This design comes from an exercise in tuning for small area, a short achievable clock period and few clock cycles per item on the open sky130 flow, not from production work. In this exercise RTL edits were held to simulation tests only and were not proved equivalent to the original. Power is estimated from default activity; no workload was simulated.

$ cat flow/config.mk
export PLATFORM = sky130hd
export DESIGN_NAME = tcp_engine
export DESIGN_NICKNAME = tcp_engine
export VERILOG_FILES = /design/flow/design.v
export SDC_FILE = /design/flow/constraint.sdc
export NUM_CORES = 4
export LEC_CHECK = 0
export CAP_MARGIN = 20
export CORE_MARGIN = 2
export CORE_UTILIZATION = 60
export CTS_CLUSTER_DIAMETER = 100
export CTS_CLUSTER_SIZE = 20
export PLACE_DENSITY = 0.75
export SLEW_MARGIN = 20
$ cat flow/constraint.sdc
create_clock -name core_clock -period 14.0 [get_ports {clk}]
set_input_delay 2.8000 -clock core_clock [delete_from_list [all_inputs] [get_ports {clk}]]
set_output_delay 2.8000 -clock core_clock [all_outputs]
set_load 0.01 [all_outputs]
$ cat flow/design.v
module tcp_engine #(
    parameter N = 8                        
) (
    input  wire        clk,
    input  wire        rst,
    input  wire        cmd_valid,
    output reg         cmd_ready,
    input  wire [1:0]  cmd_op,             
    input  wire [31:0] cmd_local_addr,
    input  wire [31:0] cmd_remote_addr,
    input  wire [15:0] cmd_local_port,
    input  wire [15:0] cmd_remote_port,
    input  wire [3:0]  cmd_flags,          
    input  wire [31:0] cmd_seq,
    input  wire [31:0] cmd_ackno,
    input  wire [31:0] cmd_iss,
    output reg         rsp_valid,
    input  wire        rsp_ready,
    output reg  [3:0]  rsp_status,
    output reg         rsp_created,
    output reg  [3:0]  rsp_state,
    output reg  [31:0] rsp_seq,
    output reg  [31:0] rsp_ackno,
    output reg         tx_valid,
    input  wire        tx_ready,
    output reg  [31:0] tx_data,
    output reg         tx_last
);
    localparam OP_GOC = 2'd0, OP_SEG = 2'd1, OP_CLOSE = 2'd2, OP_TIMEOUT = 2'd3;
    localparam ST_OK        = 4'h0, ST_OK_REPLY  = 4'h1, ST_NOMATCH = 4'h2,
               ST_VIOLATION = 4'h3, ST_TABLE_FULL = 4'h7;
    localparam S_CLOSED = 4'd0, S_LISTEN = 4'd1, S_SYNSENT = 4'd2, S_SYNRCVD = 4'd3,
               S_ESTAB = 4'd4, S_FINWAIT1 = 4'd5, S_FINWAIT2 = 4'd6, S_CLOSEWAIT = 4'd7,
               S_CLOSING = 4'd8, S_LASTACK = 4'd9, S_TIMEWAIT = 4'd10;
    integer i;
    reg  [N-1:0]   vld;
    reg  [95:0]    e_key [0:N-1];
    reg  [3:0]     e_st  [0:N-1];
    reg  [31:0]    e_seq [0:N-1];
    reg  [31:0]    e_ack [0:N-1];
    reg         l_full;
    reg         l_go;                      
    reg  [1:0]  c_op;
    reg  [31:0] c_laddr, c_raddr;
    reg  [15:0] c_lport, c_rport;
    reg  [3:0]  c_flags;
    reg  [31:0] c_seq, c_ackno, c_iss;
    wire [95:0] c_key = {c_laddr, c_raddr, c_rport, c_lport};
    wire f_syn = c_flags[3];
    wire f_ack = c_flags[2];
    wire f_fin = c_flags[1];
    reg          x_full;
    reg          x_go;                     
    reg  [N-1:0] x_rd;                     
    reg  [N-1:0] x_wr;                     
    reg          x_created, x_reply;
    reg  [3:0]   x_status, x_st;
    reg          x_seq_iss, x_seq_ackno;   
    reg          x_t3;                     
    reg          x_ack_seq;                
    reg  [2:0]   x_rflags;                 
    reg  [31:0]  x_sv, x_sp1;
    reg  [31:0] t_seq, t_ack;
    always @(*) begin
        t_seq = 32'd0; t_ack = 32'd0;
        for (i = 0; i < N; i = i + 1) begin
            t_seq = t_seq | ({32{x_rd[i]}} & e_seq[i]);
            t_ack = t_ack | ({32{x_rd[i]}} & e_ack[i]);
        end
    end
    wire [31:0] t3_x  = x_sv ^ t_seq;
    wire        t3_eq = t3_x[0]
                     && (&(~t3_x[31:1] | t3_x[30:0]))
                     && (&(~t3_x[30:0] | (x_sv[30:0] ^ t3_x[31:1])));
    wire        t3    = x_t3 && t3_eq;
    wire        e_seq_set = x_seq_iss || x_seq_ackno || t3;
    wire [3:0]  e_status  = t3 ? ST_OK : x_status;
    wire [3:0]  e_nst     = t3 ? S_ESTAB : x_st;
    wire [31:0] w_seq = (x_seq_iss || x_seq_ackno || x_t3) ? x_sv : 32'd0;
    wire [31:0] w_ack = x_ack_seq ? x_sp1 : 32'd0;
    wire        w_seq_en = e_seq_set || x_created;
    wire        w_ack_en = x_ack_seq || x_created;
    wire [31:0] n_seq = e_seq_set ? x_sv : t_seq;
    wire [31:0] n_ack = x_ack_seq ? x_sp1 : t_ack;
    reg  [N-1:0] hit;
    reg  [3:0]   h_st;
    always @(*) begin
        h_st = 4'd0;
        for (i = 0; i < N; i = i + 1) begin
            hit[i] = vld[i] && (e_key[i] == c_key);
            h_st  = h_st  | ({4{hit[i]}}  & e_st[i]);
        end
    end
    wire         l_hit  = |hit;
    wire         l_full_tab = !l_hit && vld[N-1];
    wire         l_new  = !l_hit && !l_full_tab;
    wire         l_fwd  = x_full && (|(hit & x_wr));
    reg [N-1:0] free_oh;
    always @(*) for (i = 0; i < N; i = i + 1) free_oh[i] = !vld[i] && (i == 0 || vld[i-1]);
    function [14:0] trans;
        input [1:0] op;
        input [3:0] fl;
        input [3:0] st;
        reg   [3:0] status, nst;
        reg         seq_iss, seq_ackno, ack_seq, t3;
        reg   [2:0] rflags;
        reg         S, A, F;
        begin
            S = fl[3]; A = fl[2]; F = fl[1];
            status = ST_NOMATCH; nst = st;
            seq_iss = 1'b0; seq_ackno = 1'b0; ack_seq = 1'b0; t3 = 1'b0;
            rflags = 3'b000;
            case (op)
                OP_GOC: status = ST_OK;
                OP_SEG: begin
                    if (S && st != S_LISTEN && st != S_SYNSENT) begin
                        status = ST_VIOLATION;
                    end else begin
                        case (st)
                            S_LISTEN: if (S && !A) begin                       
                                status = ST_OK_REPLY; nst = S_SYNRCVD;
                                seq_iss = 1'b1; ack_seq = 1'b1; rflags = 3'b110;
                            end
                            S_SYNSENT: if (S && A) begin                       
                                status = ST_OK_REPLY; nst = S_ESTAB;
                                seq_ackno = 1'b1; ack_seq = 1'b1; rflags = 3'b010;
                            end
                            S_SYNRCVD: if (A) t3 = 1'b1;                       
                            S_ESTAB: if (F) begin                               
                                status = ST_OK_REPLY; nst = S_CLOSEWAIT;
                                ack_seq = 1'b1; rflags = 3'b010;
                            end
                            S_FINWAIT1: if (F) begin                            
                                status = ST_OK_REPLY; nst = S_CLOSING;
                                ack_seq = 1'b1; rflags = 3'b010;
                            end else if (A) begin                               
                                status = ST_OK; nst = S_FINWAIT2; seq_ackno = 1'b1;
                            end
                            S_FINWAIT2: if (F) begin                            
                                status = ST_OK_REPLY; nst = S_TIMEWAIT;
                                ack_seq = 1'b1; rflags = 3'b010;
                            end
                            S_CLOSING: if (A) begin                             
                                status = ST_OK; nst = S_TIMEWAIT; seq_ackno = 1'b1;
                            end
                            S_LASTACK: if (A) begin                             
                                status = ST_OK; nst = S_CLOSED; seq_ackno = 1'b1;
                            end
                            default: ;
                        endcase
                    end
                end
                OP_CLOSE: begin
                    if (st == S_ESTAB) begin                                    
                        status = ST_OK_REPLY; nst = S_FINWAIT1; rflags = 3'b001;
                    end else if (st == S_CLOSEWAIT) begin                       
                        status = ST_OK_REPLY; nst = S_LASTACK; rflags = 3'b001;
                    end
                end
                OP_TIMEOUT: begin
                    if (st == S_TIMEWAIT) begin                                 
                        status = ST_OK; nst = S_CLOSED;
                    end
                end
            endcase
            trans = {status, nst, seq_iss, seq_ackno, ack_seq, t3, rflags};
        end
    endfunction
    wire [14:0] tr_tab  = l_full_tab ? {ST_TABLE_FULL, S_CLOSED, 7'd0}
                                     : trans(c_op, c_flags, l_hit ? h_st : S_LISTEN);
    wire [14:0] tr_xst  = trans(c_op, c_flags, x_st);
    wire [14:0] tr_est  = trans(c_op, c_flags, S_ESTAB);
    wire [14:0] tr      = !l_fwd ? tr_tab : t3 ? tr_est : tr_xst;
    wire [3:0]  l_status = tr[14:11];
    wire [3:0]  l_nst    = tr[10:7];
    wire        l_seq_iss = tr[6], l_seq_ackno = tr[5], l_ack_seq = tr[4], l_t3 = tr[3];
    wire [2:0]  l_rflags = tr[2:0];
    wire l_reply = (l_status == ST_OK_REPLY);
    reg         s_valid;
    reg  [3:0]  s_status, s_state;
    reg         s_created;
    reg  [31:0] s_seq, s_ackno;
    reg         f_pend;                    
    reg  [31:0] f_w [0:4];                 
    reg  [2:0]  f_fl;                      
    reg  [10:0] pos;                       
    reg         cont;                      
    reg  [2:0]  s_fl;                      
    reg  [19:0] acc;                       
    function [15:0] cksum;
        input [19:0] s;
        reg   [16:0] t;
        begin
            t = {1'b0, s[15:0]} + {13'd0, s[19:16]};
            t = {1'b0, t[15:0]} + {16'd0, t[16]};
            cksum = ~t[15:0];
        end
    endfunction
    function [7:0] flag_byte;
        input [2:0] rf;
        flag_byte = {3'b000, rf[1], 1'b0, 1'b0, rf[2], rf[0]};
    endfunction
    wire        adv   = !tx_valid || tx_ready;
    wire        start = !cont && f_pend;       
    wire [31:0] nw = ({32{start}}  & 32'h0000_0800)
                   | ({32{pos[0]}} & 32'h4500_0028)
                   | ({32{pos[2]}} & {16'h4006, cksum(acc)})
                   | ({32{pos[3]}} & f_w[0])
                   | ({32{pos[4]}} & f_w[1])
                   | ({32{pos[5]}} & f_w[2])
                   | ({32{pos[6]}} & f_w[3])
                   | ({32{pos[7]}} & f_w[4])
                   | ({32{pos[8]}} & {8'h50, flag_byte(s_fl), 16'h0400})
                   | ({32{pos[9]}} & {cksum(acc), 16'h0000});
    reg  [19:0] a_x;
    reg  [15:0] a_y;
    wire [19:0] cs_s = acc ^ a_x ^ {4'd0, a_y};
    wire [19:0] cs_c = (acc & a_x) | (acc & {4'd0, a_y}) | (a_x & {4'd0, a_y});
    wire [19:0] ad_a = cs_s;
    wire [19:0] ad_b = {cs_c[18:0], 1'b0};
    reg  [19:0] kg, kp;
    reg  [19:0] acc_sum;
    integer d;
    always @(*) begin
        kg = ad_a & ad_b;
        kp = ad_a ^ ad_b;
        for (d = 1; d < 20; d = d * 2)
            for (i = 19; i >= 0; i = i - 1)
                if (i >= d) begin
                    kg[i] = kg[i] | (kp[i] & kg[i-d]);
                    kp[i] = kp[i] & kp[i-d];
                end
        acc_sum = (ad_a ^ ad_b) ^ {kg[18:0], 1'b0};
    end
    wire accept    = cmd_valid && cmd_ready;
    wire f_free    = !(x_full && x_reply) && !f_pend && !(|pos[7:0]);
    wire l_full_n  = accept || (l_full && !l_go);
    wire x_full_n  = l_go || (x_full && !x_go);
    wire mayrep_in = (cmd_op == OP_SEG && (cmd_flags[3] || cmd_flags[1])) || cmd_op == OP_CLOSE;
    wire mayrep_n  = accept ? mayrep_in : l_reply;
    wire x_reply_n = l_go ? l_reply : x_reply;
    wire pop       = rsp_valid && rsp_ready;
    wire [1:0] occ_n = {1'b0, rsp_valid} + {1'b0, s_valid} + {1'b0, x_go} - {1'b0, pop};
    wire x_go_n    = x_full_n && (occ_n != 2'd2);
    wire f_pend_n  = (x_go && x_reply) || (f_pend && !(adv && start));
    wire [10:0] pos_n = adv ? {pos[9:0], start} : pos;
    wire f_busy_n  = (x_full_n && x_reply_n) || f_pend_n || (|pos_n[7:0]);
    wire cont_n    = adv ? ((|pos[8:0]) || start) : cont;
    wire start_n   = !cont_n && f_pend_n;
    wire f_ld      = l_go && f_free;
    wire [19:0] a_x_n = ({20{start_n}}  & {4'd0, f_w[0][31:16]})
                      | ({20{pos_n[0]}} & {4'd0, f_w[1][31:16]})
                      | ({20{pos_n[2]}} & 20'hFCEEC)
                      | ({20{pos_n[3]}} & {4'd0, f_w[2][31:16]})
                      | ({20{pos_n[4]}} & {4'd0, f_w[3][31:16]})
                      | ({20{pos_n[5]}} & {4'd0, f_w[4][31:16]});
    wire [15:0] a_y_n = ({16{start_n}}  & f_w[0][15:0])
                      | ({16{pos_n[0]}} & f_w[1][15:0])
                      | ({16{pos_n[2]}} & {8'd0, flag_byte(s_fl)})
                      | ({16{pos_n[3]}} & f_w[2][15:0])
                      | ({16{pos_n[4]}} & f_w[3][15:0])
                      | ({16{pos_n[5]}} & f_w[4][15:0]);
    wire l_go_n    = l_full_n && (!x_full_n || x_go_n) && !(mayrep_n && f_busy_n);
    always @(posedge clk) begin
        if (rst) begin
            l_full    <= 1'b0;
            l_go      <= 1'b0;
            x_full    <= 1'b0;
            x_go      <= 1'b0;
            cmd_ready <= 1'b1;
            vld       <= {N{1'b0}};
            rsp_valid <= 1'b0;
            s_valid   <= 1'b0;
            tx_valid  <= 1'b0;
            tx_last   <= 1'b0;
            pos       <= 11'd0;
            cont      <= 1'b0;
            acc       <= 20'h0852E;
            f_pend    <= 1'b0;
        end else begin
            l_full    <= l_full_n;
            l_go      <= l_go_n;
            x_full    <= x_full_n;
            x_go      <= x_go_n;
            cmd_ready <= !l_full_n || l_go_n;
            if (l_go && l_new) vld <= {vld[N-2:0], 1'b1};
            if (pop) begin
                if (s_valid) s_valid <= x_go;
                else rsp_valid <= x_go;
            end else if (x_go) begin
                if (rsp_valid) s_valid <= 1'b1;
                else rsp_valid <= 1'b1;
            end
            f_pend <= f_pend_n;
            if (adv) begin
                pos      <= pos_n;
                tx_valid <= cont || start;
                tx_last  <= pos[9];
                cont     <= (|pos[8:0]) || start;
                if (pos[9]) acc <= 20'h0852E;
                else        acc <= acc_sum;
            end
        end
        if (cmd_ready) begin
            c_op    <= cmd_op;
            c_laddr <= cmd_local_addr;
            c_raddr <= cmd_remote_addr;
            c_lport <= cmd_local_port;
            c_rport <= cmd_remote_port;
            c_flags <= cmd_flags;
            c_seq   <= cmd_seq;
            c_ackno <= cmd_ackno;
            c_iss   <= cmd_iss;
        end
        if (l_go) begin
            for (i = 0; i < N; i = i + 1)
                if (free_oh[i]) e_key[i] <= c_key;
            x_rd        <= hit;
            x_wr        <= l_hit ? hit : (l_full_tab ? {N{1'b0}} : free_oh);
            x_created   <= l_new;
            x_reply     <= l_reply;
            x_status    <= l_status;
            x_st        <= l_nst;
            x_seq_iss   <= l_seq_iss;
            x_seq_ackno <= l_seq_ackno;
            x_t3        <= l_t3;
            x_ack_seq   <= l_ack_seq;
            x_rflags    <= l_rflags;
            x_sv        <= (f_syn && !f_ack) ? c_iss : c_ackno;    
            x_sp1       <= c_seq + 32'd1;
            if (f_ld) begin
                f_w[0] <= c_laddr;
                f_w[1] <= c_raddr;
                f_w[2] <= {c_lport, c_rport};
            end
        end
        if (x_go) begin
            for (i = 0; i < N; i = i + 1)
                if (x_wr[i]) begin
                    e_st[i] <= e_nst;
                    if (w_seq_en) e_seq[i] <= w_seq;
                    if (w_ack_en) e_ack[i] <= w_ack;
                end
            if (x_reply) begin
                f_w[3] <= n_seq;
                f_w[4] <= n_ack;
                f_fl   <= x_rflags;
            end
        end
        if (pop ? (s_valid || x_go) : (x_go && !rsp_valid)) begin
            if (pop && s_valid) begin
                rsp_status  <= s_status;
                rsp_created <= s_created;
                rsp_state   <= s_state;
                rsp_seq     <= s_seq;
                rsp_ackno   <= s_ackno;
            end else begin
                rsp_status  <= e_status;
                rsp_created <= x_created;
                rsp_state   <= e_nst;
                rsp_seq     <= n_seq;
                rsp_ackno   <= n_ack;
            end
        end
        if (x_go && (pop ? s_valid : rsp_valid)) begin
            s_status  <= e_status;
            s_created <= x_created;
            s_state   <= e_nst;
            s_seq     <= n_seq;
            s_ackno   <= n_ack;
        end
        a_x <= rst ? 20'd0 : a_x_n;
        a_y <= rst ? 16'd0 : a_y_n;
        if (adv) begin
            tx_data <= nw;
            if (start) s_fl <= f_fl;
        end
    end
endmodule
$ cat flow/flow/run.sh
#!/bin/bash
# The standard ORFS layout (the standard.sh, unchanged synthesis), with
# repair_timing aiming well below the clock period so that the layout is
# optimised for speed. Make's full output goes to make_finish.log.
set -uo pipefail
bash standard.sh SETUP_SLACK_MARGIN=9.5 finish > make_finish.log 2>&1
$ cat flow/standard.sh
#!/bin/bash
# synth_recipe.tcl (not shown) runs the flow's synth.tcl, then flattens the netlist and writes it again
# the make line also repeats each setting of config.mk as NAME=value (left out here)
make -C /OpenROAD-flow-scripts/flow DESIGN_CONFIG=/design/flow/config.mk WORK_HOME=/design/flow/orfs CLKGATE_MAP_FILE= SYNTH_SCRIPT=/design/flow/synth_recipe.tcl "${@:-finish}"
==> flow_summary.yaml, run 1 <==
outcome:
  status: "no timing/DRC/antenna violations"
grt:
  grt_overflow: 0
  grtUsageMet3: 0.08312
  grt_pass1_wl_um: 360500
  grt_pass1_vias: 48822
  use_met1: 0.4831
  grt_usage: 0.3633
  grt_max_degree: 83
  grt_use_met2: 0.5576
  antenna_found_initial: 25
  globalRoute.busiestLayer: "met2"
synth:
  ys_types: 88
  syn_inst: 5357
  synth_nets: 5609
  synth-seq-cells: 2028
  synth_top_area_frac: 0.7042
  syn_area_per_cell_sq_um: 15.48
  synth_edf_count: 1945
  async_flop_share: 0
  synth_ff_type: "edfxtp_1"
  yosys-top-cells-area: "edfxtp_1, xnor2_1, a22oi_1"
  yosysWarnings: 7
  ys_seq_area_frac: 0.7243
  syn_area_sq_um: 82940
  yosys.area.top_type: "edfxtp_1"
critical_path:
  path_class: "input pin to flip-flop"
  arrival_ps: 5310
  crit_fanout: 34
  end_kind: "flip-flop"
  r2r_setup_slack_ps: 9480
  cp-start-kind: "input pin"
  critical_path_required_ps: 14710
finish:
  final_common_cell: "edfxtp_1"
  fin_cells: 7632
  area_growth_pct: 12.96
  layout-drive-gt1-share: 0.1187
  final_cell_mix: "edfxtp_1, xnor2_1, a22oi_1, clkdlybuf4s50_1, nand2b_1"
  nNetsFinal: 6020
floorplan:
  ios: 312
  fp.dieW_um: 375.8
  coreArea_sq_um: 137300
  die_h_um: 375.8
  die_area_sq_um: 141200
  start_util: 0.6040
  num_rows: 136
pwr:
  irDropWorstVdd_v: 0.0001164
  powerDensity_nw_per_um2: 136.9
  p_leak_nw: 30.73
placement:
  gp_congestion: 1.017
  dpl.hpwl_um: 163200
  placed_cells: 7371
  port_buffers: 309
sta:
  hold_viol_final: 0
  fin_setup_tns_ps: 0
  setup_violations: 0
  finalCriticalPeriod_ps: 4600
  maxClockFrequency_mhz: 217.4
  rsz0062_at_grt: "true"
  relSlewSlack: 0.2419
  fin_crit_sh: 0.3286
  finalMaxSlewViolations: 0
  fin_skew_ps: 66.83
  tightest_slew_ps: 1137
clocking:
  cts_tree: "built"
  clock_sinks: 2028
  htree_levels: 3
  clk_latency_ps: 810
  cts_root_buf: "clkbuf_16"
  cts.path.max_buffers: 3
  clkSlewWorstSetupHoldPaths_ps: 90
  numCtsBuffers: 112
detailed_routing:
  antenna_left: 0
  wl_um: 261000
  num_vias: 52108
  via_per_inst: 6.828
  drc: 0
  post_drt_wl_per_cell_um: 34.20
  dr.first_iter.drc_count: 8233
  drt_first_pass_iters: 9
hold_path:
  hold_path_class: "flip-flop to flip-flop"
run:
  max_cap_viol_count: 0
[state kept, by name, indices dropped and copies added, names as in the netlist, 10 cells and up]
name       cells
e_key        768
e_ack        256
e_seq        256
f_w          160
c_ackno       32
c_iss         32
c_laddr       32
c_raddr       32
c_seq         32
e_st          32
rsp_ackno     32
rsp_seq       32
s_ackno       32
s_seq         32
tx_data       32
x_sp1         32
x_sv          32
acc           20
a_x           17
a_y           16
c_lport       16
c_rport       16
pos           10
[path summary, 6_finish.rpt]
check | endpoint | depth (start not counted) | start
worst min register to register | s_fl[2] | 0 | f_fl[2]
worst max-delay path | l_go | 11 | tx_ready
worst max register to register | l_go | 18 | c_raddr[3]
worst min-delay path | s_fl[2] | 0 | f_fl[2]
[synthesized netlist by cell type, types with 13 or more instances]
library cell  instances
a2111o_1             13
a2111oi_0            28
a21oi_1              88
a222oi_1             36
a22o_1               33
a22oi_1             352
a31oi_1              46
and2_1               41
and3_1               20
and4_1               17
buf_1                24
buf_2               119
buf_4                13
clkbuf_1            103
dfxtp_1              83
edfxtp_1           1945
fa_1                 19
ha_1                 30
inv_1               151
inv_2                15
mux2_2              143
nand2_1             186
nand2b_1            218
nand3_1              68
nand4_1             183
nor2_1              154
nor2b_1             156
nor3_1               45
nor4_1               94
o2111ai_1            76
o21ai_0              35
o21ai_1              19
o221ai_1             13
o22ai_1              43
o2bb2ai_1            25
xnor2_1             422
xor2_1              137
[repair_timing]
action | 4_1_cts | 5_1_grt
pin swaps | 28 | 19
setup endpoints to repair | 538 | 339
hold endpoints to repair | 0 | 0
gates cloned | 6 | 3
buffers inserted | 42 | 25
gates resized for setup | 223 | 118
hold buffers | 0 | 0
[metal layers]
layer	up-vias	part of all wire
li1	21475	-
met1	25840	0.35
met2	4029	0.45
met3	754	0.13
met4	10	0.072
met5	-	0.00024
[through the flow]
step                  util  hold WS, ps  cell area [sq um]  setup slack, ps  power [W]
floorplan                -        400.3              83040             9127   0.008502
global placement    0.6456        405.8              88660             7975   0.009326
detailed placement  0.6456        405.6              88660             7962   0.009368
CTS                 0.6764        427.2              92880             9500    0.01274
global route        0.6820        432.5              93650             9387    0.01312
finish              0.6822        426.5              93690             9400    0.01282
[report_power, final]
group / total (W) / internal (W) / switching, W
logic: 0.00192 / 0.000620 / 0.00130
clock network: 0.00344 / 0.00150 / 0.00194
registers: 0.00747 / 0.00724 / 0.000222
[kinds of logic (layout without fill, tap and decap cells)]
kind of cell               count (synthesis)  in the layout  synth area share
AOI/OAI and AO/OA                        910            910           0.08208
xor gates and xnor gates                 560            560           0.05923
adders and majority gates                 50             50          0.009233
buffers and inverters                    431            897           0.02225
DFF                                     2028           2028            0.7243
muxes                                    152            152           0.02055
other                                      1             16        0.00004522
and+or+nand+nor                         1225           1225           0.08236
[critical path, cell delays in order]
cell             delay, ps
clkdlybuf4s50_1        450
nor2b_4                200
buf_12                 180
inv_2                   50
nand2_1                120
nand2_1                 80
buf_6                  210
or4_1                  620
nor3_2                 200
a21oi_1                160
a21oi_2                200
[final cells by class]
cell class                      count  area (sq um)
Clock inverter                     10         196.4
Multi-Input combinational cell   2898         21840
Fill cell                        9167         43630
Inverter                          168         665.6
Clock buffer                      159          2979
Antenna cell                       15         37.54
Tap cell                         1794          2245
Timing Repair Buffer              560          5640
Sequential cell                  2028         60080
Testbench counts, summed over its fixed seeds: cycles 13,962, items 4,800.
==> run 2, diff against run 1 <==
--- a/flow/design.v
+++ b/flow/design.v
@@ -45,5 +45,6 @@
     reg  [15:0] c_lport, c_rport;
     reg  [3:0]  c_flags;
-    reg  [31:0] c_seq, c_ackno, c_iss;
+    reg  [31:0] c_seq;
+    reg  [31:0] c_sv;                      
     wire [95:0] c_key = {c_laddr, c_raddr, c_rport, c_lport};
     wire f_syn = c_flags[3];
@@ -310,6 +311,5 @@
             c_flags <= cmd_flags;
             c_seq   <= cmd_seq;
-            c_ackno <= cmd_ackno;
-            c_iss   <= cmd_iss;
+            c_sv    <= (cmd_flags[3] && !cmd_flags[2]) ? cmd_iss : cmd_ackno;
         end
         if (l_go) begin
@@ -327,5 +327,5 @@
             x_ack_seq   <= l_ack_seq;
             x_rflags    <= l_rflags;
-            x_sv        <= (f_syn && !f_ack) ? c_iss : c_ackno;    
+            x_sv        <= c_sv;
             x_sp1       <= c_seq + 32'd1;
             if (f_ld) begin
==> flow/flow/run.sh (replaced) <==
#!/bin/bash
# The standard ORFS layout (the standard.sh, unchanged synthesis), with
# repair_timing aiming well below the clock period so that the layout is
# optimised for speed, and plain buf_1 cells as the port buffers. Make's full
# output goes to make_finish.log (each tool's own log is under orfs/logs/).
set -uo pipefail
bash standard.sh SETUP_SLACK_MARGIN=9.6 \
  "BUFFER_PORTS_ARGS=-buffer_cell sky130_fd_sc_hd__buf_1" finish > make_finish.log 2>&1
==> run 2 against run 1 <==
Net effect: clock power shrank 2%; still clean on timing, DRC and antenna; first-iteration DRC count grew 11%; routed wire length grew 7.1%; synthesized cell count grew 8.8%; global-route usage grew 1.1 points; sequential share of layout area shrank 1.5 points; clock skew shrank 23 ps; final cell count grew 7.7%; critical path depth grew 7; critical path type is now flip-flop to flip-flop.
==> flow_summary.yaml, run 2 <==
critical_path:
  worstReg2RegStart: "c_lport[9]"
  end_kind: "flip-flop"
  path_cells: "buf_6, inv_1, a22o_1, nor4_1, nand4_1, nor4b_4, buf_6, buf_12, buf_8, a22oi_2, nand4_1, and3b_1, nor2_1, o21bai_2, or2_4, mux2_4, a32oi_2, o21ai_1"
  arrival_ps: 5070
  path_buf_inv: 5
  crit_fanout: 20
  cpMaxStageDelayCell: "nor4_1"
  critical_path_required_ps: 14530
  cp-start-kind: "flip-flop"
  crit_path_start: "c_lport[9]"
  critPathMaxStageDelay_ps: 480
  path_class: "flip-flop to flip-flop"
  cp_top_family: "simple AND/OR/NAND/NOR gates"
finish:
  final_core_utilization: 0.6754
  largest_register_ff_count: 768
  regMostFlops: "e_key"
  area_growth_pct: 11.39
  layout-drive-gt1-share: 0.1192
  final_common_cell: "edfxtp_1"
  nNetsFinal: 6539
  final_cell_mix: "edfxtp_1, nand2b_1, xnor2_1, a22oi_1, nand4_1"
  largestRegisters: "e_key x768, e_ack x256, e_seq x256"
synth:
  synth_xor_area_frac: 0.05773
  synth-compound-area-share: 0.07415
  ys_seq_area_frac: 0.6969
  syn_inst: 5826
  syn_area_sq_um: 84810
  synth_edf_count: 1913
  synthSimpleGateAreaFrac: 0.1185
  async_flop_share: 0
  synth_top_area_frac: 0.6773
  synthAdderAreaFrac: 0.008911
  yosysWarnings: 7
  synth_ff_type: "edfxtp_1"
  yosys-top-cells-area: "edfxtp_1, xnor2_1, a22oi_1"
  synth_mux_area_frac: 0.02296
  synth_top_family_by_area: "simple AND/OR/NAND/NOR gates"
  yosys.area.top_type: "edfxtp_1"
  ys_types: 93
  synth_most_common_cell: "edfxtp_1"
  synthTopCellsByCount: "edfxtp_1, nand2b_1, xnor2_1, a22oi_1, nand4_1"
  syn_area_per_cell_sq_um: 14.56
  synth-seq-cells: 1996
  synth_nets: 6078
clocking:
  clk_latency_ps: 790
  clkSlewWorstSetupHoldPaths_ps: 80
  htree_levels: 3
  cts.path.max_buffers: 3
  clock_sinks: 1996
  cts_tree: "built"
  cts_root_buf: "clkbuf_16"
  numCtsBuffers: 109
hold_path:
  hold_start: "c_sv[14]"
  hold_path_class: "flip-flop to flip-flop"
floorplan:
  ios: 312
  die_h_um: 380.0
  num_rows: 137
  coreArea_sq_um: 139900
  start_util: 0.6063
  fp.dieW_um: 380.0
  die_area_sq_um: 144400
sta:
  fin_setup_tns_ps: 0
  relSlewSlack: 0.1744
  setup_violations: 0
  hold_viol_final: 0
  fin_skew_ps: 43.99
  rsz0062_at_grt: "true"
  maxClockFrequency_mhz: 220.2
  fin_crit_sh: 0.3243
  finalCriticalPeriod_ps: 4540
  finalMaxSlewViolations: 0
  tightest_slew_ps: 1234
run:
  max_cap_viol_count: 0
placement:
  port_buffers: 309
  gp_congestion: 0.9984
  dpl.hpwl_um: 176500
detailed_routing:
  post_drt_wl_per_cell_um: 33.99
  num_vias: 56410
  dr.first_iter.drc_count: 9103
  drt_first_pass_iters: 7
  via_per_inst: 6.862
  drc: 0
  antenna_left: 0
  wl_um: 279500
pwr:
  irDropWorstVdd_v: 0.0001127
  fin_total_pwr_w: 0.01186
  powerDensity_nw_per_um2: 125.5
  p_leak_nw: 30.67
grt:
  grt_max_degree: 81
  grt_pass1_vias: 53323
  grt_overflow: 0
  grt_usage: 0.3744
  antenna_found_initial: 29
  grt_pass1_wl_um: 384500
outcome:
  status: "no timing/DRC/antenna violations"
[run 2: cell types whose count changed in the layout (fill, tap and decap cells not counted), sizes merged, moves of 41 or more]
cell / delta
xnor2: -42
xor2: +41
nand2b: +168
buf: +367
nand4: +132
nor4: +58
dlygate4sd2: -82
clkdlybuf4s50: -221
nor2: +50
[run 2: path summary, 6_finish.rpt]
path	end	slack (ps)	cells after the start
hold reg to reg	x_sv[14]	420	0
setup reg to reg	x_st[1]	9460	18
setup / recovery	x_st[1]	9460	18
hold / removal	x_sv[14]	420	0
[run 2: per-layer routing]
layer	part of all wire	track usage	vias up
li1	-	-	23316
met1	0.35	0.4917	27977
met2	0.45	0.5712	4215
met3	0.12	0.08091	890
met4	0.083	0.2393	12
met5	0.00029	0	-
[run 2: stage by stage]
step	setup slack, ps	hold slack (ps)	instances	cell area [sq um]
floorplan	8946	400.3	5826	84910
global placement	7860	401.1	7932	88850
detailed placement	7843	404.5	7933	88860
CTS	9551	423.0	8159	93340
global route	9403	422.0	8213	94450
finish	9460	418.1	8221	94470
[run 2: final cells by class]
class	instances	area, sq um
Multi-Input combinational cell	3403	24910
Fill cell	9755	45400
Inverter	160	611.8
Tap cell	1876	2347
Timing Repair Buffer	617	4349
Antenna cell	9	22.52
Clock inverter	6	170.2
Sequential cell	1996	59120
Clock buffer	154	2939
[run 2: cell families after synthesis]
kind of cell / count (synthesis)
buf+inv: 427
fa+ha+maj: 49
xor+xnor: 559
simple gates: 1767
other cells: 1
flops: 1996
compound gates: 851
mux: 176
[run 2: timing repair]
action | CTS | global route
setup endpoints to repair | 436 | 357
setup buffers | 62 | 49
pin swaps | 29 | 70
gates cloned | 4 | 4
resized for setup | 172 | 151
hold buffers | 0 | 0
endpoints found under the hold margin | 0 | 0
[run 2: worst register-to-register path: stages, from the launching register on]
cell      delay [ps]
edfxtp_1         350
buf_6            340
inv_1            280
a22o_1           250
nor4_1           480
nand4_1          300
nor4b_4          370
buf_6            160
buf_12           120
buf_8            120
a22oi_2           70
nand4_1          170
and3b_1          220
nor2_1           130
o21bai_2         100
or2_4            270
mux2_4           310
a32oi_2          170
o21ai_1          100
[run 2: power breakdown]
part | internal (W) | leakage [nW] | switching (W)
Combinational | 0.000428 | 10.7 | 0.00100
Clock | 0.00149 | 1.49 | 0.00189
Sequential | 0.00690 | 18.5 | 0.000152
Testbench counts of run 2, summed over its fixed seeds: cycles 13,962, items 4,800.
==> run 3, diff against run 2 <==
--- a/flow/flow/run.sh
+++ b/flow/flow/run.sh
@@ -5,4 +5,4 @@
 # output goes to make_finish.log (each tool's own log is under orfs/logs/).
 set -uo pipefail
-bash standard.sh SETUP_SLACK_MARGIN=9.6 \
+bash standard.sh SETUP_SLACK_MARGIN=9.7 \
   "BUFFER_PORTS_ARGS=-buffer_cell sky130_fd_sc_hd__buf_1" finish > make_finish.log 2>&1
==> run 3 against run 2 <==
Net effect: area after synthesis is the same; critical path depth is the same; clock skew up 6.0 ps; maximum frequency rose by 1.3%; largest power group unchanged; highest routed layer unchanged.
==> flow_summary.yaml, run 3 <==
hold_path:
  hold_path_class: "flip-flop to flip-flop"
synth:
  async_flop_share: 0
  synth_ff_type: "edfxtp_1"
  syn_inst: 5826
  ys_types: 93
  synth-seq-cells: 1996
  synth_most_common_cell: "edfxtp_1"
  synth_nets: 6078
  yosys.area.top_type: "edfxtp_1"
  ys_seq_area_frac: 0.6969
  syn_area_sq_um: 84810
  yosysWarnings: 7
  synth_top_area_frac: 0.6773
  yosys-top-cells-area: "edfxtp_1, xnor2_1, a22oi_1"
  synthTopCellsByCount: "edfxtp_1, nand2b_1, xnor2_1, a22oi_1, nand4_1"
  synth_edf_count: 1913
  syn_area_per_cell_sq_um: 14.56
pwr:
  irDropWorstVdd_v: 0.0001124
  p_int_w: 0.008829
  seqPwrFrac: 0.593
  swShare: 0.2571
  p_clk_frac: 0.284
  switching_power_w: 0.003056
  p_leak_nw: 31.00
  power_frac_comb: 0.123
  fin_total_pwr_w: 0.01189
  powerDensity_nw_per_um2: 125.0
grt:
  grt_pass1_wl_um: 390100
  grt_overflow: 0
  grt_max_degree: 81
  grt_usage: 0.3812
  grt_pass1_vias: 53712
  antenna_found_initial: 27
floorplan:
  coreArea_sq_um: 139900
  fp.dieW_um: 380.0
  ios: 312
  die_area_sq_um: 144400
  start_util: 0.6063
  num_rows: 137
  die_h_um: 380.0
detailed_routing:
  drt_first_pass_iters: 12
  wl_um: 283300
  num_vias: 57022
  via_per_inst: 6.901
  dr.first_iter.drc_count: 8953
  antenna_left: 0
  drc: 0
  post_drt_wl_per_cell_um: 34.28
placement:
  preCtsSetupSlack_ps: 7843
  dpl.hpwl_um: 176500
  gp_congestion: 0.9984
  placed_area_sq_um: 88860
  port_buffers: 309
outcome:
  status: "no timing/DRC/antenna violations"
clocking:
  cts_hold_buf: 0
  clkSlewWorstSetupHoldPaths_ps: 80
  clk_latency_ps: 790
  cts.path.max_buffers: 3
  numCtsBuffers: 109
  cts_root_buf: "clkbuf_16"
  clock_sinks: 1996
  htree_levels: 3
  cts_tree: "built"
critical_path:
  crit_fanout: 20
  path_cells: "buf_6, inv_1, a22o_1, nor4_1, nand4_1, nor4b_4, buf_6, buf_12, buf_8, a22oi_2, nand4_1, and3b_1, nor2_1, o21bai_2, or2_4, mux2_4, a32oi_2, o21ai_1"
  arrival_ps: 5020
  cp-start-kind: "flip-flop"
  critPathMaxStageDelay_ps: 460
  path_class: "flip-flop to flip-flop"
  cp_top_family: "simple AND/OR/NAND/NOR gates"
  path_buf_inv: 5
  cpMaxStageDelayCell: "nor4_1"
  end_kind: "flip-flop"
  critical_path_required_ps: 14530
finish:
  nFillCells: 9684
  final_cell_mix: "edfxtp_1, nand2b_1, xnor2_1, a22oi_1, nand4_1"
  regMostFlops: "e_key"
  largestRegisters: "e_key x768, e_ack x256, e_seq x256"
  largest_register_ff_count: 768
  nNetsFinal: 6577
  multi_input_area_sq_um: 24980
  final_common_cell: "edfxtp_1"
  layout-drive-gt1-share: 0.1263
  stdcell_area_sq_um: 95070
  area_growth_pct: 12.10
  seq_area_sq_um: 59120
sta:
  maxClockFrequency_mhz: 223.0
  tightest_slew_ps: 1211
  finalCriticalPeriod_ps: 4484
  hold_viol_final: 0
  worst_slack_ps: 9516
  fin_setup_tns_ps: 0
  fin_crit_sh: 0.3203
  finalMaxSlewViolations: 0
  rsz0062_at_grt: "true"
  fin_skew_ps: 49.98
  setup_violations: 0
  relSlewSlack: 0.1896
run:
  max_cap_viol_count: 0
run 3: path summary, 6_finish.rpt:
check / cells after the start / startpoint / slack (ps) / endpoint
setup / recovery: 18 / c_lport[9] / 9520 / x_st[1]
hold / removal: 0 / c_sv[27] / 420 / x_sv[27]
hold reg to reg: 0 / c_sv[27] / 420 / x_sv[27]
setup reg to reg: 18 / c_lport[9] / 9520 / x_st[1]
run 3: power groups by stage:
stage	Clock, W	Sequential, W	Combinational (W)
final	0.00337	0.00705	0.00146
after global routing	0.00358	0.00707	0.00150
after CTS	0.00339	0.00704	0.00138
after detailed placement	0	0.00717	0.00129
after global placement	0	0.00716	0.00127
after floorplan	0	0.00717	0.000687
run 3: what timing repair did:
item / in CTS / in global routing
endpoints found under the setup margin: 443 / 373
resized for setup: 226 / 118
pin swaps: 47 / 60
endpoints found under the hold margin: 0 / 0
cloned: 8 / 5
buffers inserted: 98 / 46
run 3: cell families after synthesis:
family	Yosys count	share of synthesized area
multiplexers	176	0.02296
buffers and inverters	427	0.02076
other	1	0.00004422
AO/OA/AOI/OAI	851	0.07415
AND/OR/NAND/NOR	1767	0.1185
XOR/XNOR	559	0.05773
flip-flops	1996	0.6969
adder cells (fa/ha/maj)	49	0.008911
run 3: routing by layer:
layer  part of all wire  vias to the layer above  GRT usage
met2               0.45                     4410     0.5804
met5            0.00040                        -          0
met4              0.081                       14     0.2499
li1                   -                    23403          -
met1               0.35                    28272     0.4982
met3               0.12                      923    0.08336
run 3: metrics by stage:
stage	instances	hold slack [ps]	util
2_1_floorplan	5826	400.3	-
3_3_place_gp	7932	401.1	0.6352
3_5_place_dp	7933	404.5	0.6353
4_1_cts	8199	423.0	0.6722
5_1_grt	8252	421.9	0.6795
6_report	8263	417.9	0.6797
run 3: area by class of cell:
| class | instances | share of cell area |
|---|---|---|
| multi-input combinational | 3403 | 0.2627 |
| clock inverter | 6 | 0.001790 |
| tap | 1876 | 0.02469 |
| inverter | 160 | 0.006435 |
| sequential | 1996 | 0.6218 |
| timing repair buffer | 655 | 0.05125 |
| clock buffer | 154 | 0.03091 |
| antenna | 13 | 0.0003422 |
==> run 4, diff against run 3 <==
--- a/flow/config.mk
+++ b/flow/config.mk
@@ -8,7 +8,7 @@
 export CAP_MARGIN = 20
 export CORE_MARGIN = 2
-export CORE_UTILIZATION = 60
+export CORE_UTILIZATION = 45
 export CTS_CLUSTER_DIAMETER = 100
 export CTS_CLUSTER_SIZE = 20
-export PLACE_DENSITY = 0.75
+export PLACE_DENSITY = 0.6
 export SLEW_MARGIN = 20
==> run 4 against run 3 <==
Net effect: global-route usage down 7.8 points; highest routed layer unchanged; first-iteration DRC count down 12%; clock power up 5%; via count down 2.0%.
==> flow_summary.yaml, run 4 <==
detailed_routing:
  antenna_left: 0
  via_per_inst: 6.247
  dr.first_iter.drc_count: 7850
  num_vias: 55901
  drc: 0
  post_drt_wl_per_cell_um: 33.50
  drt_first_pass_iters: 9
  wl_um: 299800
synth:
  synth_nets: 6078
  synth_top_family_by_area: "simple AND/OR/NAND/NOR gates"
  syn_area_sq_um: 84810
  synth_edf_count: 1913
  synth_top_area_frac: 0.6773
  yosysWarnings: 7
  synthSimpleGateAreaFrac: 0.1185
  syn_inst: 5826
  synth_ff_type: "edfxtp_1"
  synth_mux_area_frac: 0.02296
  syn_area_per_cell_sq_um: 14.56
  synthAdderAreaFrac: 0.008911
  synth-compound-area-share: 0.07415
  ys_types: 93
  yosys-top-cells-area: "edfxtp_1, xnor2_1, a22oi_1"
  yosys.area.top_type: "edfxtp_1"
  synthTopCellsByCount: "edfxtp_1, nand2b_1, xnor2_1, a22oi_1, nand4_1"
  synth-seq-cells: 1996
  synth_most_common_cell: "edfxtp_1"
  ys_seq_area_frac: 0.6969
  synth_xor_area_frac: 0.05773
  async_flop_share: 0
floorplan:
  fp.dieW_um: 438.1
  ios: 312
  num_rows: 159
  coreArea_sq_um: 187600
  die_area_sq_um: 192000
  die_h_um: 438.1
  start_util: 0.4521
sta:
  finalCriticalPeriod_ps: 4646
  relSlewSlack: 0.2440
  hold_viol_final: 0
  finalMaxSlewViolations: 0
  setup_violations: 0
  tightest_slew_ps: 1124
  maxClockFrequency_mhz: 215.2
  fin_crit_sh: 0.3319
  worst_slack_ps: 9354
  fin_skew_ps: 42.94
  rsz0062_at_grt: "true"
  fin_setup_tns_ps: 0
  whs_ps: 412.1
clocking:
  clock_sinks: 1996
  clk_latency_ps: 830
  cts_tree: "built"
  cts_root_buf: "clkbuf_16"
  cts.path.max_buffers: 3
  numCtsBuffers: 113
  htree_levels: 3
  cts_hold_buf: 0
  clkSlewWorstSetupHoldPaths_ps: 80
finish:
  regMostFlops: "e_key"
  layout-drive-gt1-share: 0.1427
  area_growth_pct: 14.34
  nNetsFinal: 6634
  final_core_utilization: 0.5169
  final_common_cell: "edfxtp_1"
  stdcell_area_sq_um: 96980
  largestRegisters: "e_key x768, e_ack x256, e_seq x256"
  final_cell_mix: "edfxtp_1, nand2b_1, xnor2_1, a22oi_1, nand4_1"
  largest_register_ff_count: 768
placement:
  dpl.hpwl_um: 186100
  gp_congestion: 0.9487
  placed_area_sq_um: 89720
  port_buffers: 309
  preCtsSetupSlack_ps: 7558
grt:
  grt_usage: 0.3035
  grt_pass1_wl_um: 409300
  grt_max_degree: 81
  grt_pass1_vias: 53066
  antenna_found_initial: 35
  grt_overflow: 0
critical_path:
  cp-start-kind: "flip-flop"
  worstReg2RegStart: "c_laddr[5]"
  crit_fanout: 22
  path_class: "flip-flop to flip-flop"
  r2r-end: "l_go"
  arrival_ps: 5350
  r2r_setup_slack_ps: 9350
  end_kind: "flip-flop"
  critical_path_required_ps: 14710
  worstRegToRegCells: 17
pwr:
  powerDensity_nw_per_um2: 124.9
  irDropWorstVdd_v: 0.0001093
  p_leak_nw: 31.58
hold_path:
  hold_start: "c_sv[13]"
  holdPathStages: 0
  hold_path_class: "flip-flop to flip-flop"
  holdPathEnd: "x_sv[13]"
outcome:
  status: "no timing/DRC/antenna violations"
run:
  max_cap_viol_count: 0
run 4: worst max-delay path by stage:
stage,slack (ps),cells after the start,startpoint,to
final,9350,17,c_laddr[5],l_go
after global routing,9280,17,c_laddr[5],l_go
after CTS,9460,18,c_laddr[26],x_reply
after detailed placement,7560,14,x_rd[5],e_seq[1][23]
after global placement,7640,14,x_rd[5],e_seq[1][23]
after floorplan,8950,3,l_go,f_w[0][0]
run 4: per-stage QoR:
stage,power [W],cells
2_1_floorplan,0.007853,5826
3_3_place_gp,0.008486,8561
3_5_place_dp,0.008501,8561
4_1_cts,0.01210,8880
5_1_grt,0.01242,8941
6_report,0.01211,8949
run 4: logic make-up (layout without fill, tap and decap cells):
logic type / Yosys count / after routing
simple gates: 1767 / 1767
xor+xnor: 559 / 559
flops: 1996 / 1996
fa+ha+maj: 49 / 49
buf+inv: 427 / 1045
compound gates: 851 / 852
other cells: 1 / 10
mux: 176 / 176
run 4: timing repair:
| action | 4_1_cts | 5_1_grt |
|---|---|---|
| pin swaps | 73 | 70 |
| setup endpoints to repair | 458 | 373 |
| gates cloned | 21 | 2 |
| gates resized for setup | 279 | 144 |
| setup buffers | 120 | 58 |
run 4: routing by layer:
layer,share of wire,up-vias,global-route usage,routed length [um]
li1,-,23538,-,-
met1,0.38,28439,0.3998,113000
met2,0.46,3241,0.4827,138500
met3,0.096,673,0.05422,28790
met4,0.065,10,0.1571,19390
met5,0.00023,-,0,69
run 4: final cells by class:
| cell class | count | area (sq um) |
|---|---|---|
| multi-input combinational | 3404 | 25230 |
| clock buffer | 157 | 3003 |
| sequential | 1996 | 59120 |
| timing repair buffer | 707 | 5563 |
| antenna | 9 | 22.52 |
| clock inverter | 21 | 280.3 |
| fill | 15751 | 90630 |
| tap | 2495 | 3122 |
| inverter | 160 | 634.4 |
run 4: power by group:
group / switching, W / total, W / internal (W)
registers: 0.000150 / 0.00704 / 0.00689
logic: 0.00104 / 0.00153 / 0.000487
clock network: 0.00199 / 0.00354 / 0.00155
total: 0.00318 / 0.0121 / 0.00894
run 4: worst max-delay path: stages (launching register included):
cell and delay, ps:
edfxtp_1 360, buf_6 320, xor2_1 210, or4b_4 560
nor4_4 530, nand4_1 330, nor4_4 300, buf_6 230
a22oi_2 120, nand4_1 200, buf_4 170, or2_4 120
a21oi_2 30, o2bb2ai_1 180, nand4_1 180, a21boi_4 220
a31oi_1 110, o311a_1 330
==> run 5, diff against run 4 <==
--- a/flow/design.v
+++ b/flow/design.v
@@ -70,13 +70,8 @@
         end
     end
-    wire [31:0] t3_x  = x_sv ^ t_seq;
-    wire        t3_eq = t3_x[0]
-                     && (&(~t3_x[31:1] | t3_x[30:0]))
-                     && (&(~t3_x[30:0] | (x_sv[30:0] ^ t3_x[31:1])));
-    wire        t3    = x_t3 && t3_eq;
-    wire        e_seq_set = x_seq_iss || x_seq_ackno || t3;
-    wire [3:0]  e_status  = t3 ? ST_OK : x_status;
-    wire [3:0]  e_nst     = t3 ? S_ESTAB : x_st;
-    wire [31:0] w_seq = (x_seq_iss || x_seq_ackno || x_t3) ? x_sv : 32'd0;
+    wire        e_seq_set = x_seq_iss || x_seq_ackno;
+    wire [3:0]  e_status  = x_status;
+    wire [3:0]  e_nst     = x_st;
+    wire [31:0] w_seq = e_seq_set ? x_sv : 32'd0;
     wire [31:0] w_ack = x_ack_seq ? x_sp1 : 32'd0;
     wire        w_seq_en = e_seq_set || x_created;
@@ -84,11 +79,14 @@
     wire [31:0] n_seq = e_seq_set ? x_sv : t_seq;
     wire [31:0] n_ack = x_ack_seq ? x_sp1 : t_ack;
-    reg  [N-1:0] hit;
+    reg  [N-1:0] hm_hi, hm_lo, hn;
+    reg          hs_hi, hs_lo;
+    wire [N-1:0] hit = (hm_hi & hm_lo) | (hn & {N{hs_hi & hs_lo}});
     reg  [3:0]   h_st;
+    reg  [31:0]  h_seq;
     always @(*) begin
-        h_st = 4'd0;
+        h_st = 4'd0; h_seq = 32'd0;
         for (i = 0; i < N; i = i + 1) begin
-            hit[i] = vld[i] && (e_key[i] == c_key);
             h_st  = h_st  | ({4{hit[i]}}  & e_st[i]);
+            h_seq = h_seq | ({32{hit[i]}} & e_seq[i]);
         end
     end
@@ -172,5 +170,12 @@
     wire [14:0] tr_xst  = trans(c_op, c_flags, x_st);
     wire [14:0] tr_est  = trans(c_op, c_flags, S_ESTAB);
-    wire [14:0] tr      = !l_fwd ? tr_tab : t3 ? tr_est : tr_xst;
+    wire [14:0] tr_x    = !l_fwd ? tr_tab : x_t3 ? tr_est : tr_xst;
+    wire [31:0] l_seq = (l_fwd && x_seq_iss) ? x_sv : h_seq;
+    wire [31:0] t3_x  = c_sv ^ l_seq;
+    wire        t3_eq = t3_x[0]
+                     && (&(~t3_x[31:1] | t3_x[30:0]))
+                     && (&(~t3_x[30:0] | (c_sv[30:0] ^ t3_x[31:1])));
+    wire [14:0] tr      = (tr_x[3] && t3_eq) ? {ST_OK, S_ESTAB, 1'b0, 1'b1, 1'b0, 1'b1, 3'b000}
+                                             : {tr_x[14:4], 1'b0, tr_x[2:0]};
     wire [3:0]  l_status = tr[14:11];
     wire [3:0]  l_nst    = tr[10:7];
@@ -263,4 +268,11 @@
                       | ({16{pos_n[5]}} & f_w[4][15:0]);
     wire l_go_n    = l_full_n && (!x_full_n || x_go_n) && !(mayrep_n && f_busy_n);
+    wire [95:0] in_key = {cmd_local_addr, cmd_remote_addr, cmd_remote_port, cmd_local_port};
+    reg  [N-1:0] hm_hi_in, hm_lo_in;
+    always @(*)
+        for (i = 0; i < N; i = i + 1) begin
+            hm_hi_in[i] = vld[i] && (e_key[i][95:48] == in_key[95:48]);
+            hm_lo_in[i] = vld[i] && (e_key[i][47:0] == in_key[47:0]);
+        end
     always @(posedge clk) begin
         if (rst) begin
@@ -304,4 +316,9 @@
         end
         if (cmd_ready) begin
+            hm_hi   <= hm_hi_in;
+            hm_lo   <= hm_lo_in;
+            hn      <= (l_go && l_new) ? free_oh : {N{1'b0}};
+            hs_hi   <= (in_key[95:48] == c_key[95:48]);
+            hs_lo   <= (in_key[47:0] == c_key[47:0]);
             c_op    <= cmd_op;
             c_laddr <= cmd_local_addr;
--- a/flow/flow/run.sh
+++ b/flow/flow/run.sh
@@ -5,4 +5,4 @@
 # output goes to make_finish.log (each tool's own log is under orfs/logs/).
 set -uo pipefail
-bash standard.sh SETUP_SLACK_MARGIN=9.7 \
+bash standard.sh SETUP_SLACK_MARGIN=9.9 \
   "BUFFER_PORTS_ARGS=-buffer_cell sky130_fd_sc_hd__buf_1" finish > make_finish.log 2>&1
--- a/flow/config.mk
+++ b/flow/config.mk
@@ -8,7 +8,7 @@
 export CAP_MARGIN = 20
 export CORE_MARGIN = 2
-export CORE_UTILIZATION = 45
+export CORE_UTILIZATION = 60
 export CTS_CLUSTER_DIAMETER = 100
 export CTS_CLUSTER_SIZE = 20
-export PLACE_DENSITY = 0.6
+export PLACE_DENSITY = 0.75
 export SLEW_MARGIN = 20
==> run 5 against run 4 <==
Net effect: critical endpoint is now rsp_seq[26]; still clean on timing, DRC and antenna; final cell count is 8.0% lower; largest cell class unchanged; first-iteration DRC count grew 45%; flip-flop and latch count up 26; via count increased by 5.6%; non-clock buffer count shrank 45; synthesized cell count shrank 0.17%.
==> flow_summary.yaml, run 5 <==
floorplan:
  die_area_sq_um: 147400
  die_h_um: 384.0
  ios: 312
  coreArea_sq_um: 143500
  fp.dieW_um: 384.0
  start_util: 0.6038
  num_rows: 139
pwr:
  p_leak_nw: 32.47
  switching_power_w: 0.002953
  powerDensity_nw_per_um2: 121.9
  p_int_w: 0.008880
  swShare: 0.2495
  seqPwrFrac: 0.611
  power_frac_comb: 0.097
  irDropWorstVdd_v: 0.0001385
  p_clk_frac: 0.292
detailed_routing:
  wl_um: 291700
  antenna_left: 0
  met2_length_um: 125100
  num_vias: 59013
  dr.first_iter.drc_count: 11354
  drt_first_pass_iters: 15
  wl_met3_um: 46190
  drc: 0
  wl_met1_um: 100600
  via_per_inst: 7.169
  post_drt_wl_per_cell_um: 35.44
  top_layer: "met5"
run:
  max_cap_viol_count: 0
clocking:
  cts_hold_buf: 0
  clock_sinks: 2022
  htree_levels: 3
  cts_root_buf: "clkbuf_16"
  cts.path.max_buffers: 3
  cts_tree: "built"
  clk_latency_ps: 790
  clkSlewWorstSetupHoldPaths_ps: 90
  numCtsBuffers: 111
sta:
  hold_viol_final: 0
  rsz0062_at_grt: "true"
  fin_skew_ps: 44.94
  tightest_slew_ps: 1095
  relSlewSlack: 0.2700
  setup_violations: 0
  finalMaxSlewViolations: 0
  maxClockFrequency_mhz: 226.0
  finalCriticalPeriod_ps: 4425
  fin_setup_tns_ps: 0
  fin_crit_sh: 0.3161
synth:
  ys_types: 89
  syn_area_sq_um: 86630
  yosysWarnings: 7
  synth_edf_count: 1939
  yosys-top-cells-area: "edfxtp_1, xor2_1, a22oi_1"
  synth_ff_type: "edfxtp_1"
  async_flop_share: 0
  synth-seq-cells: 2022
  syn_area_per_cell_sq_um: 14.90
  synth_nets: 6068
  yosys.area.top_type: "edfxtp_1"
  synthTopCellsByCount: "edfxtp_1, xor2_1, a22oi_1, xnor2_1, clkbuf_1"
  ys_seq_area_frac: 0.6913
  syn_inst: 5816
  synth_top_area_frac: 0.6721
  synth_most_common_cell: "edfxtp_1"
critical_path:
  cp_top_family: "flip-flops"
  cpMaxStageDelayCell: "edfxtp_1"
  path_class: "flip-flop to primary output"
  path_buf_inv: 1
  arrival_ps: 1620
  critPathMaxStageDelay_ps: 640
  crit_fanout: 1
  path_cells: "buf_1"
  critical_path_required_ps: 11200
  cp-start-kind: "flip-flop"
  end_kind: "primary output"
grt:
  grt_pass1_vias: 54497
  grt_usage: 0.3846
  grt_max_degree: 84
  grt_overflow: 0
  antenna_found_initial: 21
  grt_pass1_wl_um: 400500
hold_path:
  hold_path_class: "flip-flop to flip-flop"
finish:
  final_core_utilization: 0.6763
  layout-drive-gt1-share: 0.1524
  final_cell_mix: "edfxtp_1, xor2_1, a22oi_1, buf_4, xnor2_1"
  largestRegisters: "e_key x768, e_ack x256, e_seq x256"
  final_common_cell: "edfxtp_1"
  regMostFlops: "e_key"
  largest_register_ff_count: 768
  nFillCells: 9601
  area_growth_pct: 12.01
  nNetsFinal: 6507
placement:
  dpl.hpwl_um: 178500
  gp_congestion: 0.9722
  port_buffers: 309
outcome:
  status: "no timing/DRC/antenna violations"
-- run 5: changes by cell type after synthesis, sizes merged, moves of 81 or more --
cell    previous run  this run
nor2b            148        10
nand2b           386        26
xor2             178       610
and3              25       106
a22oi            370       560
xnor2            381       298
clkbuf           125       276
nand4            315       206
-- run 5: power by group through the flow --
stage | clock, W | combinational [W] | sequential, W
finish | 0.00345 | 0.00115 | 0.00723
global route | 0.00364 | 0.00118 | 0.00725
CTS | 0.00344 | 0.00108 | 0.00722
detailed placement | 0 | 0.00103 | 0.00735
global placement | 0 | 0.00101 | 0.00734
floorplan | 0 | 0.000568 | 0.00726
-- run 5: layout make-up --
cell class              instances  area [sq um]  area share
repair buffers                662          4644     0.04786
inverters                      96         381.6    0.003933
multi-input cells            3362         26520      0.2733
flip-flops and latches       2022         59910      0.6174
clock buffers                 170          3073     0.03167
well taps                    1903          2381     0.02454
diodes                         10         25.02   0.0002579
clock inverters                 7         106.4    0.001096
-- run 5: routing by layer --
layer  vias to the layer above  global-route usage
met2                      5457              0.5648
met3                      1186              0.1135
met1                     28875              0.5305
met4                        14              0.1821
met5                         -                   0
li1                      23481                   -
-- run 5: cells by family (layout without fill, tap and decap cells) --
family / Yosys count / after routing / synth area share
DFF: 2022 / 2022 / 0.6913
and+or+nand+nor: 1154 / 1155 / 0.07253
AOI/OAI and AO/OA: 1054 / 1056 / 0.09126
xor gates and xnor gates: 908 / 908 / 0.09206
buffers and inverters: 435 / 935 / 0.01957
muxes: 193 / 193 / 0.02455
adders and majority gates: 49 / 49 / 0.008723
other: 1 / 11 / 0.00004329
-- run 5: what timing repair did --
action | CTS | global route
gates resized for setup | 285 | 217
endpoints found under the setup margin | 230 | 206
pin swaps | 43 | 50
buffers inserted | 74 | 42
gates cloned | 4 | 5
-- run 5: per-stage QoR --
stage	cells	total power, W	setup WS (ps)	hold slack (ps)	area, sq um
finish	8232	0.01183	9575	430.4	97040
global placement	7919	0.008356	8191	408.0	90850
detailed placement	7919	0.008389	8072	411.9	90850
global route	8224	0.01206	9557	445.3	97020
floorplan	5816	0.007832	9013	400.3	86740
CTS	8174	0.01174	9631	432.1	95820
-- run 5: worst paths after layout --
path / start / end / slack [ps] / cells past startpoint
worst max register to register: hm_lo[3] / x_st[3] / 9840 / 12
worst min-delay path: f_fl[1] / s_fl[1] / 430 / 0
worst min register to register: f_fl[1] / s_fl[1] / 430 / 0
worst max-delay path: rsp_seq[26] / rsp_seq[26] / 9580 / 1
Testbench counts of run 5, summed over its fixed seeds: cycles 13,962, items 4,800.
==> run 6, diff against run 5 <==
--- a/flow/config.mk
+++ b/flow/config.mk
@@ -6,4 +6,5 @@
 export NUM_CORES = 4
 export LEC_CHECK = 0
+export ABC_AREA = 1
 export CAP_MARGIN = 20
 export CORE_MARGIN = 2
==> run 6 against run 5 <==
Net effect: still clean; sequential share of layout area fell by 0.25 points; area after synthesis fell by 0.49%; final cell count rose by 15%; non-clock buffer count rose by 29; critical path type unchanged; critical endpoint is now tx_data[13]; largest power group unchanged.
==> flow_summary.yaml, run 6 <==
outcome:
  status: "no timing/DRC/antenna violations"
clocking:
  cts_root_buf: "clkbuf_16"
  cts_tree: "built"
  clkSlewWorstSetupHoldPaths_ps: 100
  htree_levels: 3
  clk_latency_ps: 790
  cts_hold_buf: 0
  numCtsBuffers: 111
  clock_sinks: 2022
  cts.path.max_buffers: 3
synth:
  synth_edf_count: 1939
  ys_types: 69
  synth_top_area_frac: 0.6754
  yosys-top-cells-area: "edfxtp_1, nand2_1, o21ai_0"
  async_flop_share: 0
  yosysWarnings: 7
  yosys.area.top_type: "edfxtp_1"
  ys_seq_area_frac: 0.6946
  synth_most_common_cell: "edfxtp_1"
  syn_inst: 6952
  syn_area_per_cell_sq_um: 12.40
  syn_area_sq_um: 86210
  synth_nets: 7204
  synth_ff_type: "edfxtp_1"
  synthTopCellsByCount: "edfxtp_1, nand2_1, inv_1, o21ai_0, nor2_1"
  synth-seq-cells: 2022
pwr:
  p_int_w: 0.009853
  swShare: 0.3186
  switching_power_w: 0.004606
  p_leak_nw: 34.74
  irDropWorstVdd_v: 0.0001130
  powerDensity_nw_per_um2: 148.4
  p_clk_frac: 0.236
  power_frac_comb: 0.204
  fin_total_pwr_w: 0.01446
  seqPwrFrac: 0.560
sta:
  finalCriticalPeriod_ps: 4409
  maxClockFrequency_mhz: 226.8
  worst_slack_ps: 9591
  relSlewSlack: 0.1602
  setup_violations: 0
  fin_skew_ps: 29.37
  finalMaxSlewViolations: 0
  rsz0062_at_grt: "true"
  fin_setup_tns_ps: 0
  whs_ps: 446.7
  tightest_slew_ps: 1260
  hold_viol_final: 0
  fin_crit_sh: 0.3149
floorplan:
  num_rows: 139
  fp.dieW_um: 383.1
  die_area_sq_um: 146700
  ios: 312
  start_util: 0.6023
  coreArea_sq_um: 143100
  die_h_um: 383.1
critical_path:
  critPathMaxStageDelay_ps: 610
  crit_fanout: 1
  critical_path_required_ps: 11200
  cp-start-kind: "flip-flop"
  end_kind: "primary output"
  cp_top_family: "flip-flops"
  cpMaxStageDelayCell: "edfxtp_1"
  path_cells: "buf_1"
  path_class: "flip-flop to primary output"
  arrival_ps: 1610
  path_buf_inv: 1
detailed_routing:
  dr.first_iter.drc_count: 11749
  post_drt_wl_per_cell_um: 32.24
  wl_um: 304500
  num_vias: 63453
  drt_first_pass_iters: 9
  via_per_inst: 6.717
  drc: 0
  antenna_left: 0
grt:
  antenna_found_initial: 31
  grt_max_degree: 73
  grt_pass1_vias: 57768
  grt_usage: 0.4054
  grt_overflow: 0
  grt_pass1_wl_um: 418300
placement:
  placed_cells: 9020
  gp_congestion: 1.058
  port_buffers: 309
  dpl.hpwl_um: 195300
  preCtsSetupSlack_ps: 7824
finish:
  area_growth_pct: 13.02
  nFillCells: 10102
  nNetsFinal: 7734
  fin_cells: 9447
  layout-drive-gt1-share: 0.1493
  largest_register_ff_count: 768
  final_common_cell: "edfxtp_1"
  seq_area_sq_um: 59910
  multi_input_area_sq_um: 24880
  largestRegisters: "e_key x768, e_ack x256, e_seq x256"
  regMostFlops: "e_key"
  final_cell_mix: "edfxtp_1, nand2_1, inv_1, o21ai_0, buf_4"
run:
  max_cap_viol_count: 0
hold_path:
  hold_path_class: "flip-flop to flip-flop"
==> run 6: cell type report <==
type,count,share of cell area
diodes,9,0.0002311
clock buffers,158,0.03054
clock inverters,8,0.001053
inverters,511,0.02283
multi-input cells,4144,0.2554
flip-flops and latches,2022,0.6148
well taps,1903,0.02444
repair buffers,691,0.05061
repair inverters,1,0.00007705
==> run 6: layer usage <==
metal,global-route usage,vias up,wire [um]
li1,-,26375,-
met1,0.5634,30511,106700
met2,0.5752,5478,127400
met3,0.1220,1063,48670
met4,0.2210,26,21500
met5,0.0009921,-,201
==> run 6: worst reg2reg max path, delay by kind of cell (launching register included) <==
family / cells / cell delay, ps
and+or+nand+nor: 18 / 2150
adders and majority gates: 4 / 720
DFF: 1 / 370
AOI/OAI and AO/OA: 2 / 270
xor gates and xnor gates: 1 / 260
buffers and inverters: 1 / 70
==> run 6: worst paths after layout <==
kind / start / end / slack, ps / depth (start not counted)
setup / recovery: tx_data[13] / tx_data[13] / 9590 / 1
hold / removal: f_fl[1] / s_fl[1] / 450 / 0
setup reg to reg: acc[0] / tx_data[30] / 9820 / 26
hold reg to reg: f_fl[1] / s_fl[1] / 450 / 0
==> run 6: logic make-up (layout without fill, tap and decap cells) <==
| kind of cell | count (synthesis) | in the layout | synth area share |
|---|---|---|---|
| mux | 68 | 68 | 0.008882 |
| xor+xnor | 339 | 339 | 0.03444 |
| other cells | 1 | 10 | 0.00004350 |
| fa+ha+maj | 49 | 49 | 0.008766 |
| flops | 2022 | 2022 | 0.6946 |
| compound gates | 1206 | 1207 | 0.09188 |
| simple gates | 2476 | 2480 | 0.1258 |
| buf+inv | 791 | 1369 | 0.03560 |
==> run 6: through the flow <==
stage / instance area (sq um) / utilization
finish: 97440 / 0.6807
global route: 97420 / 0.6806
CTS: 95750 / 0.6690
detailed placement: 89950 / 0.6284
global placement: 89940 / 0.6284
floorplan: 86380 / -
==> run 6: power groups by stage <==
stage,clock (W),sequential [W],combinational (W)
after global placement,0,0.00817,0.00254
after floorplan,0,0.00792,0.00154
after detailed placement,0,0.00819,0.00258
after CTS,0.00340,0.00805,0.00275
final,0.00341,0.00810,0.00295
after global routing,0.00359,0.00811,0.00312
==> run 6: timing repair <==
action	in CTS	in global routing
resized for setup	344	326
pin swaps	56	88
gates cloned	3	5
setup endpoints to repair	244	223
setup buffers	165	79

what the ideal ports hide:
The results above use ideal ports. As a check the final layouts listed here were re-extracted and re-timed, cells and wires unchanged. Step 1, drivers: a clkbuf_16 drives clk and a buf_2 each remaining input, both assumed. Step 2 times the ports against the registers' clock, not the clock port: input delays grow and output delays shrink by t, the midpoint of the rising clock arrivals with the driver on. a / b / c = ideal / step 1 / step 2; a / b = the first two.
run	shift t [ns]	slack for setup (ns)	worst setup path at the end	latest minus earliest clock arrival (ns)	worst data-port slew with drivers (ns)
run 1	0.855	9.400 / 9.448 / 8.602	input to register	0.067 / 0.068	0.14
run 2	0.846	9.460 / 9.460 / 8.889	input to register	0.049 / 0.050	0.12
run 3	0.853	9.516 / 9.516 / 8.932	input to register	0.059 / 0.059	0.14
run 4	0.895	9.354 / 9.354 / 8.905	input to register	0.054 / 0.053	0.16
run 5	0.861	9.575 / 9.487 / 9.005	input to register	0.045 / 0.045	0.10
run 6	0.869	9.591 / 9.503 / 8.875	input to register	0.032 / 0.033	0.11
After both steps every run listed still meets setup and hold. For run 1, which loses most, drivers alone change the setup slack by +0.048 ns; drivers and shift together by -0.798 ns.
